What follows belongs to an exercise in optimizing a design on an open flow for a short achievable clock period and few clock cycles; a production flow would make more cautious choices.
The RTL of this run was laid out without a check of its function.
Power is estimated from default activity; no workload was simulated.

<file path="flow/config.mk">
export PLATFORM = sky130hd
export DESIGN_NAME = xca
export DESIGN_NICKNAME = xca
export VERILOG_FILES = /design/flow/design.v
export SDC_FILE = /design/flow/constraint.sdc
export NUM_CORES = 4
export LEC_CHECK = 0
export CAP_MARGIN = 20
export CORE_MARGIN = 2
export CORE_UTILIZATION = 40
export SLEW_MARGIN = 20
</file>
<file path="flow/constraint.sdc">
create_clock -name core_clock -period 6.5 [get_ports {clk}]
set_input_delay 1.3000 -clock core_clock [delete_from_list [all_inputs] [get_ports {clk}]]
set_output_delay 1.3000 -clock core_clock [all_outputs]
set_load 0.01 [all_outputs]
</file>
<file path="flow/design.v">
module xca (
  input  wire        clk,
  input  wire        rst,           
  output wire        ready,
  input  wire        csr_we,
  input  wire [3:0]  csr_addr,
  input  wire [15:0] csr_wdata,
  output reg         fb_re,
  output reg  [11:0] fb_addr,
  input  wire [7:0]  fb_rdata,
  output wire        rt_we,
  output wire [6:0]  rt_idx,
  output wire [58:0] rt_wdata,
  output wire [2:0]  status,
  output reg  [3:0]  err,
  output reg  [15:0] infoa,
  output reg  [15:0] infob,
  output reg  [11:0] len,
  output reg  [7:0]  acc,
  output reg  [11:0] plen,
  output reg  [1:0]  ttype,
  output wire [15:0] comp,
  output reg  [11:0] cmdlen,
  output reg  [6:0]  count
);
  localparam [3:0] E_OK        = 4'd0,
                   E_SHORT     = 4'd1,
                   E_NOSTX     = 4'd2,
                   E_NOETX     = 4'd3,
                   E_CSUM      = 4'd4,
                   E_TYPE      = 4'd5,
                   E_LENGTH    = 4'd6,
                   E_FORMAT    = 4'd10,
                   E_ILLEGAL   = 4'd13;
  localparam [3:0] S_IDLE   = 4'd0,
                   S_AXB    = 4'd1,
                   S_SUM    = 4'd2,    
                   S_STX    = 4'd3,
                   S_ETX    = 4'd4,
                   S_TRH    = 4'd5,
                   S_TRL    = 4'd6,
                   S_TAG1   = 4'd7,
                   S_TAG2   = 4'd8,
                   S_DIG    = 4'd9,    
                   S_MDCHK  = 4'd10,   
                   S_MDDEC  = 4'd11,   
                   S_MDWR   = 4'd12;   
  reg  [3:0]  state;
  reg         have;         
  reg         gotv;
  reg  [1:0]  htype;
  reg         comp_p;
  reg  [9:0]  comp_val;
  reg         is_dec;       
  reg         is_csum;      
  reg  [11:0] idx;          
  reg  [11:0] lim;          
  reg  [7:0]  sum;
  reg  [7:0]  trh;          
  reg  [7:0]  tag1;
  reg  [1:0]  dig_n;        
  reg  [9:0]  dig_v;
  reg  [6:0]  mdn;          
  reg  [6:0]  blk;          
  reg  [11:0] base;         
  reg  [4:0]  off;          
  reg  [9:0]  f_comp;
  reg         f_vs;
  reg  [13:0] f_vm;
  reg         f_es;
  reg  [6:0]  f_ee;
  reg  [7:0]  f_ops;
  reg  [7:0]  f_ers;
  reg  [9:0]  f_ser;
  assign ready  = (state == S_IDLE);
  assign status = {gotv, htype};
  assign comp   = {comp_p, 5'd0, comp_val};
  wire [7:0] d       = fb_rdata;
  wire       is_dig  = (d >= 8'h30) && (d <= 8'h39);
  wire       is_hup  = (d >= 8'h41) && (d <= 8'h46);
  wire       is_hlo  = (d >= 8'h61) && (d <= 8'h66);
  wire       is_hexu = is_dig || is_hup;
  wire       is_hex  = is_hexu || is_hlo;
  wire       is_sign = (d == 8'h2B) || (d == 8'h2D);
  wire [3:0] dval    = d[3:0];
  wire [3:0] hval    = is_dig ? d[3:0] : (d[3:0] + 4'd9);
  wire       trh_ok  = ((trh >= 8'h30) && (trh <= 8'h39)) || ((trh >= 8'h41) && (trh <= 8'h46));
  wire [3:0] trh_val = (trh <= 8'h39) ? trh[3:0] : (trh[3:0] + 4'd9);
  wire [7:0] tr_val  = {trh_val, hval};
  localparam [1:0] C_SKIP = 2'd0, C_DIG = 2'd1, C_SIGN = 2'd2, C_HEX = 2'd3;
  reg [1:0] cls;
  always @(*) begin
    case (off)
      5'd0, 5'd1, 5'd2:              cls = C_DIG;    
      5'd4:                          cls = C_SIGN;   
      5'd5, 5'd6, 5'd7, 5'd8:        cls = C_DIG;    
      5'd9:                          cls = C_SIGN;   
      5'd10, 5'd11:                  cls = C_DIG;    
      5'd13, 5'd14:                  cls = C_HEX;    
      5'd16, 5'd17:                  cls = C_HEX;    
      5'd19, 5'd20, 5'd21:           cls = C_DIG;    
      default:                       cls = C_SKIP;
    endcase
  end
  wire cls_ok = (cls == C_DIG)  ? is_dig  :
                (cls == C_SIGN) ? is_sign :
                (cls == C_HEX)  ? is_hex  : 1'b1;
  always @(*) begin
    fb_addr = idx;
    case (state)
      S_STX:            fb_addr = 12'd0;
      S_ETX:            fb_addr = len - 12'd3;
      S_TRH:            fb_addr = len - 12'd2;
      S_TRL:            fb_addr = len - 12'd1;
      S_TAG1:           fb_addr = 12'd1;
      S_TAG2:           fb_addr = 12'd2;
      S_MDCHK, S_MDDEC: fb_addr = base + {7'd0, off};
      default:          fb_addr = idx;
    endcase
    case (state)
      S_AXB, S_STX, S_ETX, S_TRH, S_TRL, S_TAG1, S_TAG2:
                        fb_re = !have;
      S_SUM:            fb_re = !have && (idx != lim);
      S_DIG:            fb_re = !have && (dig_n != 2'd0);
      S_MDCHK, S_MDDEC: fb_re = !have && (cls != C_SKIP);
      default:          fb_re = 1'b0;
    endcase
  end
  assign rt_we    = (state == S_MDWR);
  assign rt_idx   = blk;
  assign rt_wdata = {f_ser, f_ers, f_ops, f_ee, f_es, f_vm, f_vs, f_comp};
  wire [11:0] plen_now = len - 12'd4;
  wire [11:0] md_exp   = 12'd5 + {5'd0, dig_v[6:0]} * 12'd30;
  wire [3:0]  w_op  = csr_wdata[15:12];
  wire [11:0] w_arg = csr_wdata[11:0];
  always @(posedge clk) begin
    if (rst) begin
      state    <= S_IDLE;
      have     <= 1'b0;
      gotv     <= 1'b0;
      htype    <= 2'd0;
      err      <= 4'd0;
      infoa    <= 16'd0;
      infob    <= 16'd0;
      len      <= 12'd0;
      acc      <= 8'd0;
      plen     <= 12'd0;
      ttype    <= 2'd0;
      comp_p   <= 1'b0;
      comp_val <= 10'd0;
      cmdlen   <= 12'd0;
      count    <= 7'd0;
    end else begin
      case (state)
        S_IDLE: begin
          have <= 1'b0;
          if (csr_we) begin
            case (csr_addr)
              4'h0: begin
                case (w_op)
                  4'h0: if (w_arg != 12'd0) illegal(csr_wdata);           
                  4'h1: if (w_arg != 12'd0) illegal(csr_wdata);           
                        else acc <= 8'd0;
                  4'h2: begin                                             
                    idx   <= w_arg;
                    state <= S_AXB;
                  end
                  4'h3: begin                                             
                    is_csum <= 1'b1;
                    idx     <= 12'd0;
                    lim     <= w_arg;
                    sum     <= 8'd0;
                    state   <= S_SUM;
                  end
                  4'h4, 4'h5: begin                                       
                    if (w_arg != 12'd0) illegal(csr_wdata);
                    else begin
                      is_dec  <= w_op[0];
                      is_csum <= 1'b0;
                      gotv    <= 1'b0;
                      htype   <= 2'd0;
                      if (len < 12'd4)
                        frame_fail(w_op[0], E_SHORT, {4'd0, len}, 16'd0);
                      else
                        state <= S_STX;
                    end
                  end
                  default: illegal(csr_wdata);
                endcase
              end
              4'h5: len <= csr_wdata[11:0];
              4'h8: ttype <= csr_wdata[1:0];
              4'h9: begin comp_p <= csr_wdata[15]; comp_val <= csr_wdata[9:0]; end
              4'hA: cmdlen <= csr_wdata[11:0];
              4'hB: count <= csr_wdata[6:0];
              default: ;
            endcase
          end
        end
        S_AXB: begin
          if (!have) begin
            have    <= 1'b1;
          end else begin
            have  <= 1'b0;
            acc   <= acc ^ d;
            state <= S_IDLE;
          end
        end
        S_SUM: begin
          if (!have) begin
            if (idx == lim) begin
              acc <= sum;
              if (is_csum) state <= S_IDLE;
              else         state <= S_TRH;
            end else begin
              have    <= 1'b1;
            end
          end else begin
            have <= 1'b0;
            sum  <= sum ^ d;
            idx  <= idx + 12'd1;
          end
        end
        S_STX: begin
          if (!have) begin
            have    <= 1'b1;
          end else begin
            have <= 1'b0;
            if (d != 8'h02)
              frame_fail(is_dec, E_NOSTX, {8'd0, d}, 16'd0);
            else
              state <= S_ETX;
          end
        end
        S_ETX: begin
          if (!have) begin
            have    <= 1'b1;
          end else begin
            have <= 1'b0;
            if (d != 8'h03)
              frame_fail(is_dec, E_NOETX, {8'd0, d}, {4'd0, len - 12'd3});
            else begin
              idx   <= 12'd0;
              lim   <= len - 12'd2;
              sum   <= 8'd0;
              state <= S_SUM;
            end
          end
        end
        S_TRH: begin
          if (!have) begin
            have    <= 1'b1;
          end else begin
            have  <= 1'b0;
            trh   <= d;
            state <= S_TRL;
          end
        end
        S_TRL: begin
          if (!have) begin
            have    <= 1'b1;
          end else begin
            have <= 1'b0;
            if (!(trh_ok && is_hexu))
              frame_fail(is_dec, E_CSUM, {trh, d}, {8'd0, sum});
            else begin
              gotv <= 1'b1;
              if (tr_val != sum)
                frame_fail(is_dec, E_CSUM, {8'd0, tr_val}, {8'd0, sum});
              else begin
                plen <= plen_now;
                if (!is_dec) begin
                  succeed();
                  state <= S_IDLE;
                end else if (plen_now < 12'd2)
                  dec_fail(E_TYPE, 16'd0, {4'd0, plen_now});
                else
                  state <= S_TAG1;
              end
            end
          end
        end
        S_TAG1: begin
          if (!have) begin
            have    <= 1'b1;
          end else begin
            have  <= 1'b0;
            tag1  <= d;
            state <= S_TAG2;
          end
        end
        S_TAG2: begin
          if (!have) begin
            have    <= 1'b1;
          end else begin
            have  <= 1'b0;
            dig_v <= 10'd0;
            idx   <= 12'd3;
            if (tag1 == 8'h44 && d == 8'h41) begin                   
              htype <= 2'd1;
              if (plen == 12'd2) begin
                ttype    <= 2'd1;
                comp_p   <= 1'b0;
                comp_val <= 10'd0;
                cmdlen   <= 12'd0;
                count    <= 7'd0;
                succeed();
                state    <= S_IDLE;
              end else if (plen == 12'd5) begin
                dig_n <= 2'd3;
                state <= S_DIG;
              end else
                dec_fail(E_LENGTH, 16'd0, {4'd0, plen});
            end else if (tag1 == 8'h53 && d == 8'h54) begin          
              htype <= 2'd2;
              if (plen < 12'd6)
                dec_fail(E_LENGTH, 16'd6, {4'd0, plen});
              else begin
                dig_n <= 2'd3;
                state <= S_DIG;
              end
            end else if (tag1 == 8'h4D && d == 8'h44) begin          
              htype <= 2'd3;
              if (plen < 12'd4)
                dec_fail(E_LENGTH, 16'd5, {4'd0, plen});
              else begin
                dig_n <= 2'd2;
                state <= S_DIG;
              end
            end else
              dec_fail(E_TYPE, {tag1, d}, {4'd0, plen});
          end
        end
        S_DIG: begin
          if (!have) begin
            if (dig_n == 2'd0) begin
              case (htype)
                2'd1: begin                                           
                  ttype    <= 2'd1;
                  comp_p   <= 1'b1;
                  comp_val <= dig_v;
                  cmdlen   <= 12'd0;
                  count    <= 7'd0;
                  succeed();
                  state    <= S_IDLE;
                end
                2'd2: begin                                           
                  ttype    <= 2'd2;
                  comp_p   <= 1'b1;
                  comp_val <= dig_v;
                  cmdlen   <= plen - 12'd5;
                  count    <= 7'd0;
                  succeed();
                  state    <= S_IDLE;
                end
                default: begin                                        
                  if (plen != md_exp)
                    dec_fail(E_LENGTH, {4'd0, md_exp}, {4'd0, plen});
                  else begin
                    mdn  <= dig_v[6:0];
                    blk  <= 7'd0;
                    base <= 12'd6;
                    off  <= 5'd0;
                    if (dig_v[6:0] == 7'd0) md_done(7'd0);
                    else                    state <= S_MDCHK;
                  end
                end
              endcase
            end else begin
              have    <= 1'b1;
            end
          end else begin
            have <= 1'b0;
            if (!is_dig)
              dec_fail(E_FORMAT, {8'd0, d}, {4'd0, idx});
            else begin
              dig_v <= dig_v * 10'd10 + {6'd0, dval};
              dig_n <= dig_n - 2'd1;
              idx   <= idx + 12'd1;
            end
          end
        end
        S_MDCHK: begin
          if (!have) begin
            if (cls == C_SKIP)
              off <= off + 5'd1;
            else begin
              have    <= 1'b1;
            end
          end else begin
            have <= 1'b0;
            if (!cls_ok)
              dec_fail(E_FORMAT, {8'd0, d}, {4'd0, base + {7'd0, off}});
            else if (off == 5'd21) begin
              off <= 5'd0;
              if (blk == mdn - 7'd1) begin
                blk   <= 7'd0;
                base  <= 12'd6;
                state <= S_MDDEC;
              end else begin
                blk  <= blk + 7'd1;
                base <= base + 12'd30;
              end
            end else
              off <= off + 5'd1;
          end
        end
        S_MDDEC: begin
          if (!have) begin
            if (cls == C_SKIP)
              off <= off + 5'd1;
            else begin
              have    <= 1'b1;
            end
          end else begin
            have <= 1'b0;
            case (off)
              5'd0:                     f_comp <= {6'd0, dval};
              5'd1, 5'd2:               f_comp <= f_comp * 10'd10 + {6'd0, dval};
              5'd4:                     f_vs   <= (d == 8'h2D);
              5'd5:                     f_vm   <= {10'd0, dval};
              5'd6, 5'd7, 5'd8:         f_vm   <= f_vm * 14'd10 + {10'd0, dval};
              5'd9:                     f_es   <= (d == 8'h2D);
              5'd10:                    f_ee   <= {3'd0, dval};
              5'd11:                    f_ee   <= f_ee * 7'd10 + {3'd0, dval};
              5'd13:                    f_ops  <= {4'd0, hval};
              5'd14:                    f_ops  <= {f_ops[3:0], hval};
              5'd16:                    f_ers  <= {4'd0, hval};
              5'd17:                    f_ers  <= {f_ers[3:0], hval};
              5'd19:                    f_ser  <= {6'd0, dval};
              5'd20, 5'd21:             f_ser  <= f_ser * 10'd10 + {6'd0, dval};
              default: ;
            endcase
            if (off == 5'd21) state <= S_MDWR;
            else              off   <= off + 5'd1;
          end
        end
        S_MDWR: begin
          off      <= 5'd0;
          if (blk == mdn - 7'd1)
            md_done(mdn);
          else begin
            blk   <= blk + 7'd1;
            base  <= base + 12'd30;
            state <= S_MDDEC;
          end
        end
        default: state <= S_IDLE;
      endcase
    end
  end
  task illegal(input [15:0] w);
    begin
      err   <= E_ILLEGAL;
      infoa <= w;
      infob <= 16'd0;
      gotv  <= 1'b0;
      htype <= 2'd0;
      state <= S_IDLE;
    end
  endtask
  task frame_fail(input dec, input [3:0] code, input [15:0] a, input [15:0] b);
    begin
      err   <= code;
      infoa <= a;
      infob <= b;
      htype <= 2'd0;
      plen  <= 12'd0;
      if (dec) begin
        ttype    <= 2'd0;
        comp_p   <= 1'b0;
        comp_val <= 10'd0;
        cmdlen   <= 12'd0;
        count    <= 7'd0;
      end
      state <= S_IDLE;
    end
  endtask
  task dec_fail(input [3:0] code, input [15:0] a, input [15:0] b);
    begin
      err      <= code;
      infoa    <= a;
      infob    <= b;
      ttype    <= 2'd0;
      comp_p   <= 1'b0;
      comp_val <= 10'd0;
      cmdlen   <= 12'd0;
      count    <= 7'd0;
      if (code == E_TYPE) htype <= 2'd0;
      state    <= S_IDLE;
    end
  endtask
  task succeed;
    begin
      err   <= E_OK;
      infoa <= 16'd0;
      infob <= 16'd0;
    end
  endtask
  task md_done(input [6:0] n);
    begin
      ttype    <= 2'd3;
      comp_p   <= 1'b0;
      comp_val <= 10'd0;
      cmdlen   <= 12'd0;
      count    <= n;
      succeed();
      state    <= S_IDLE;
    end
  endtask
endmodule
</file>
<file path="flow/run.sh">
#!/bin/bash
# synth_recipe.tcl (not shown) runs the flow's synth.tcl, then flattens the netlist and writes it again
# the make line also repeats each setting of config.mk as NAME=value (left out here)
make -C /OpenROAD-flow-scripts/flow DESIGN_CONFIG=/design/flow/config.mk WORK_HOME=/design/flow/orfs CLKGATE_MAP_FILE= SYNTH_SCRIPT=/design/flow/synth_recipe.tcl finish
</file>
==> impl_metrics.tcl <==
set metrics [dict create \
    cts-buffers-inserted 31 \
    routed-wl-met3_microns 4830 \
    globalRouteTotalUtil_pct 26.4 \
    yosys_warnings 1 \
    critPathKind "reg2reg" \
    die_area_sq_mm 0.0488 \
    period_share_pct 91.9 \
    post-dp-hpwl_microns 50700 \
    dominantRegCellSynth "sky130_fd_sc_hd__edfxtp_1" \
    placementRows 79 \
    routed.top_layer "met4" \
    h-tree-depth 1 \
    finalCriticalPeriod_ps 5970 \
    layout.core_utilization_pct 48.6 \
    clk_pin_slew_ps 60 \
    postSynthAreaPerCell_sq_um 8.95 \
    critical_path_arrival_ps 6420 \
    largest_net_degree_at_the_start_of_global_routing 59 \
    worstSetupStartpointType "flop" \
    maxSlewHeadroom_pct 20.3 \
    clk_path_buf_depth 3 \
    place_worst_setup_slack_ps 605 \
    via_density_per_instance 5.87 \
    num_vias 17000 \
    fmax_ghz 0.167 \
    vdd_ir_drop_max_mv 0.210 \
    route.detailed.drc 0 \
    synthesized_instance_count 2103 \
    multiInputGateArea_sq_mm 0.0113 \
    cts_tree "yes" \
    wl_microns 67000 \
    drt-initial-drc-count 1468 \
    synth.yosys.seq_area_share_pct 35.4 \
    max_slew_violation_total_from_the_final_report 0 \
    layout-drive-gt1-share_pct 6.63 \
    port_buffers 210 \
    fin_setup_tns_ps 0 \
    netlist_top_cells_count "236 x sky130_fd_sc_hd__nor2_1, 157 x sky130_fd_sc_hd__nand2_1, 151 x sky130_fd_sc_hd__edfxtp_1" \
    grt.overflow.total 0 \
    synth_top_cell_by_area "sky130_fd_sc_hd__edfxtp_1" \
    clock_latency_ps 590 \
    grt_setup_unrepaired "no" \
    final_antenna_net_count 0 \
    yosysUniqueCellTypes 100 \
    critical_path.max_fanout 9 \
    tightestPinTransition_ps 1190 \
    final_net_count 2445 \
    yosysMostFrequentCell "sky130_fd_sc_hd__nor2_1" \
    route.layer.met1.wl_microns 28700 \
    fillCellCount 4401 \
    height_of_the_die_microns 221 \
    cts_setup_buffers 0 \
    worst_ep_required_time_ps 6940 \
    dr_wl_met2_microns 30300 \
    num_antenna_cells 0 \
    cap_violations 0 \
    area_growth_from_synthesis_to_layout_pct 20.0 \
    library_cell_used_as_clock_root_buffer "sky130_fd_sc_hd__clkbuf_16" \
    setup_viol 0 \
    crit_path_capture_type "flop" \
    die_w_microns 221 \
    synth_seq_cells 257 \
    run_status "timing/DRC/antenna clean" \
    post-route-worst-setup-slack_ps 526 \
    finalHoldViolations 0 \
    num_io_pins 220 \
    placeableCoreArea_sq_mm 0.0465 \
    power_density_mw_per_mm2 224 \
    synth.cell_area_sq_mm 0.0188 \
    wl_per_cell_microns 23.1 \
    start_util_pct 40.5 \
    cts-resized-gates 0 \
    detailedRoute.firstPassIterationCount 6 \
    synth_area_leaders "sky130_fd_sc_hd__edfxtp_1 24%, sky130_fd_sc_hd__dfxtp_1 11%, sky130_fd_sc_hd__ha_1 8.4%" \
    cts-hold-fix-buffers 0 \
    cts.sinks 257 \
    timing.hold.worst.class "reg2reg" \
    grt_first_pass_wirelength_microns 101000 \
    final.setup_skew_ps 19.7 \
    gp_routability_congestion 0.955 \
    register_area_sq_mm 0.00666 \
    grt_pass1_vias 16600 \
    synth_top_cell_area_share_pct 24.1 \
    synth_async_sr_flop_share_pct 0 \
    power.static_leakage_uw 0.00859 \
    synth_edf_count 151 \
    antenna_found_initial 0 \
]
cells by family after synthesis:
logic type | share of synthesized area (%)
flip-flops | 35.4
multiplexers | 1.72
buffers and inverters | 5.13
AO/OA/AOI/OAI | 18.7
adder cells (fa/ha/maj) | 10.7
XOR/XNOR | 9.86
other | 0.0199
AND/OR/NAND/NOR | 18.6
placed cells by master (no fill, tap or decap), types with 16 or more instances in the layout:
cell	count
sky130_fd_sc_hd__a21oi_1	141
sky130_fd_sc_hd__nand2_1	157
sky130_fd_sc_hd__nor3b_1	20
sky130_fd_sc_hd__fa_1	21
sky130_fd_sc_hd__edfxtp_1	151
sky130_fd_sc_hd__o2bb2ai_1	31
sky130_fd_sc_hd__clkdlybuf4s50_1	209
sky130_fd_sc_hd__xor2_1	86
sky130_fd_sc_hd__xnor2_1	118
sky130_fd_sc_hd__buf_4	47
sky130_fd_sc_hd__nor3_1	47
sky130_fd_sc_hd__ha_1	127
sky130_fd_sc_hd__dfxtp_1	106
sky130_fd_sc_hd__clkbuf_16	34
sky130_fd_sc_hd__a22oi_1	23
sky130_fd_sc_hd__nor2_1	236
sky130_fd_sc_hd__and3_1	23
sky130_fd_sc_hd__a21o_1	24
sky130_fd_sc_hd__or3_1	16
sky130_fd_sc_hd__nor4_1	19
sky130_fd_sc_hd__nor2b_1	25
sky130_fd_sc_hd__inv_1	96
sky130_fd_sc_hd__o21ai_0	109
sky130_fd_sc_hd__nand3_1	53
sky130_fd_sc_hd__mux2i_1	23
sky130_fd_sc_hd__and2_1	19
sky130_fd_sc_hd__nand2b_1	27
report_power, final:
part | internal [uW] | switching (uW)
combinational | 490 | 784
clock | 1100 | 735
sequential | 1840 | 119
total | 3430 | 1640
per-stage QoR:
step	instances	hold WS, ps	total power, uW	cell area [sq um]
after floorplan	2111	434	2700	18800
after global placement	2840	450	3220	21500
after detailed placement	2840	447	3230	21500
after CTS	2898	465	5070	22600
after global routing	2898	480	5250	22600
final	2898	467	5070	22600
worst max-delay path: stages, from the launching register on:
cell,delay (ps)
sky130_fd_sc_hd__edfxtp_1,480
sky130_fd_sc_hd__inv_1,310
sky130_fd_sc_hd__fa_1,510
sky130_fd_sc_hd__fa_1,540
sky130_fd_sc_hd__inv_1,50
sky130_fd_sc_hd__ha_1,390
sky130_fd_sc_hd__and3_1,230
sky130_fd_sc_hd__a221oi_2,260
sky130_fd_sc_hd__xnor2_1,310
sky130_fd_sc_hd__nand3_2,190
sky130_fd_sc_hd__xnor2_1,170
sky130_fd_sc_hd__a211oi_1,450
sky130_fd_sc_hd__o211ai_2,300
sky130_fd_sc_hd__a21o_1,390
sky130_fd_sc_hd__inv_1,290
sky130_fd_sc_hd__nor2_1,110
sky130_fd_sc_hd__a21oi_1,190
sky130_fd_sc_hd__ha_1,260
sky130_fd_sc_hd__o21a_1,110
sky130_fd_sc_hd__o211ai_1,160
sky130_fd_sc_hd__o211ai_1,120
layout make-up:
| type | instances | area share [%] |
|---|---|---|
| clock inverter | 19 | 0.898 |
| inverter | 99 | 1.65 |
| sequential | 257 | 29.5 |
| timing repair buffer | 257 | 10.9 |
| clock buffer | 39 | 3.85 |
| multi-input combinational | 1620 | 49.9 |
| tap | 607 | 3.36 |
registers in the layout, indices dropped and copies added (netlist names), 10 cells and up:
name	flops
base	11
cmdlen	12
comp_val	10
dig_v	10
f_comp	10
f_ser	10
f_vm	14
idx	12
infoa	16
infob	12
len	12
lim	12
plen	12
path summary, 6_finish.rpt:
kind                            cells past startpoint  slack [ps]          end        start
worst max-delay path                               20         530       cls[0]     dig_v[4]
worst max register to register                     20         530       cls[0]     dig_v[4]
worst min-delay path                                1         470  comp_val[2]  comp_val[2]
worst min register to register                      1         470  comp_val[2]  comp_val[2]
per-layer routing:
layer,global-route usage [%],vias up
met4,11.2,0
met5,0,-
met1,35.4,8247
li1,-,7874
met2,42.0,720
met3,4.57,168

what the ideal ports hide:
Ports are ideal in the flow. The routed layout listed here was re-timed in OpenROAD.
Step 1 (the two cells are an assumption about what drives the block):
set clk [get_ports {clk}]
set_driving_cell -lib_cell sky130_fd_sc_hd__clkbuf_16 $clk
set_driving_cell -lib_cell sky130_fd_sc_hd__buf_2 [delete_from_list [all_inputs] $clk]
Step 2 also shifts input and output timing later by t, the mid clock arrival at the registers, as if the neighbouring blocks saw the same clock.
Slacks: no drivers / after step 1 / after step 2; pairs: no drivers / after step 1.
t, ns: 0.635
setup WS [ns]: 0.526 / 0.526 / 0.526
clock arrival spread, ns: 0.022 / 0.022
worst slew at a driven data input, ns: 0.07
After both steps setup and hold are still met in this run. For this run, drivers alone change the setup slack by 0.000 ns; drivers and shift together by 0.000 ns.
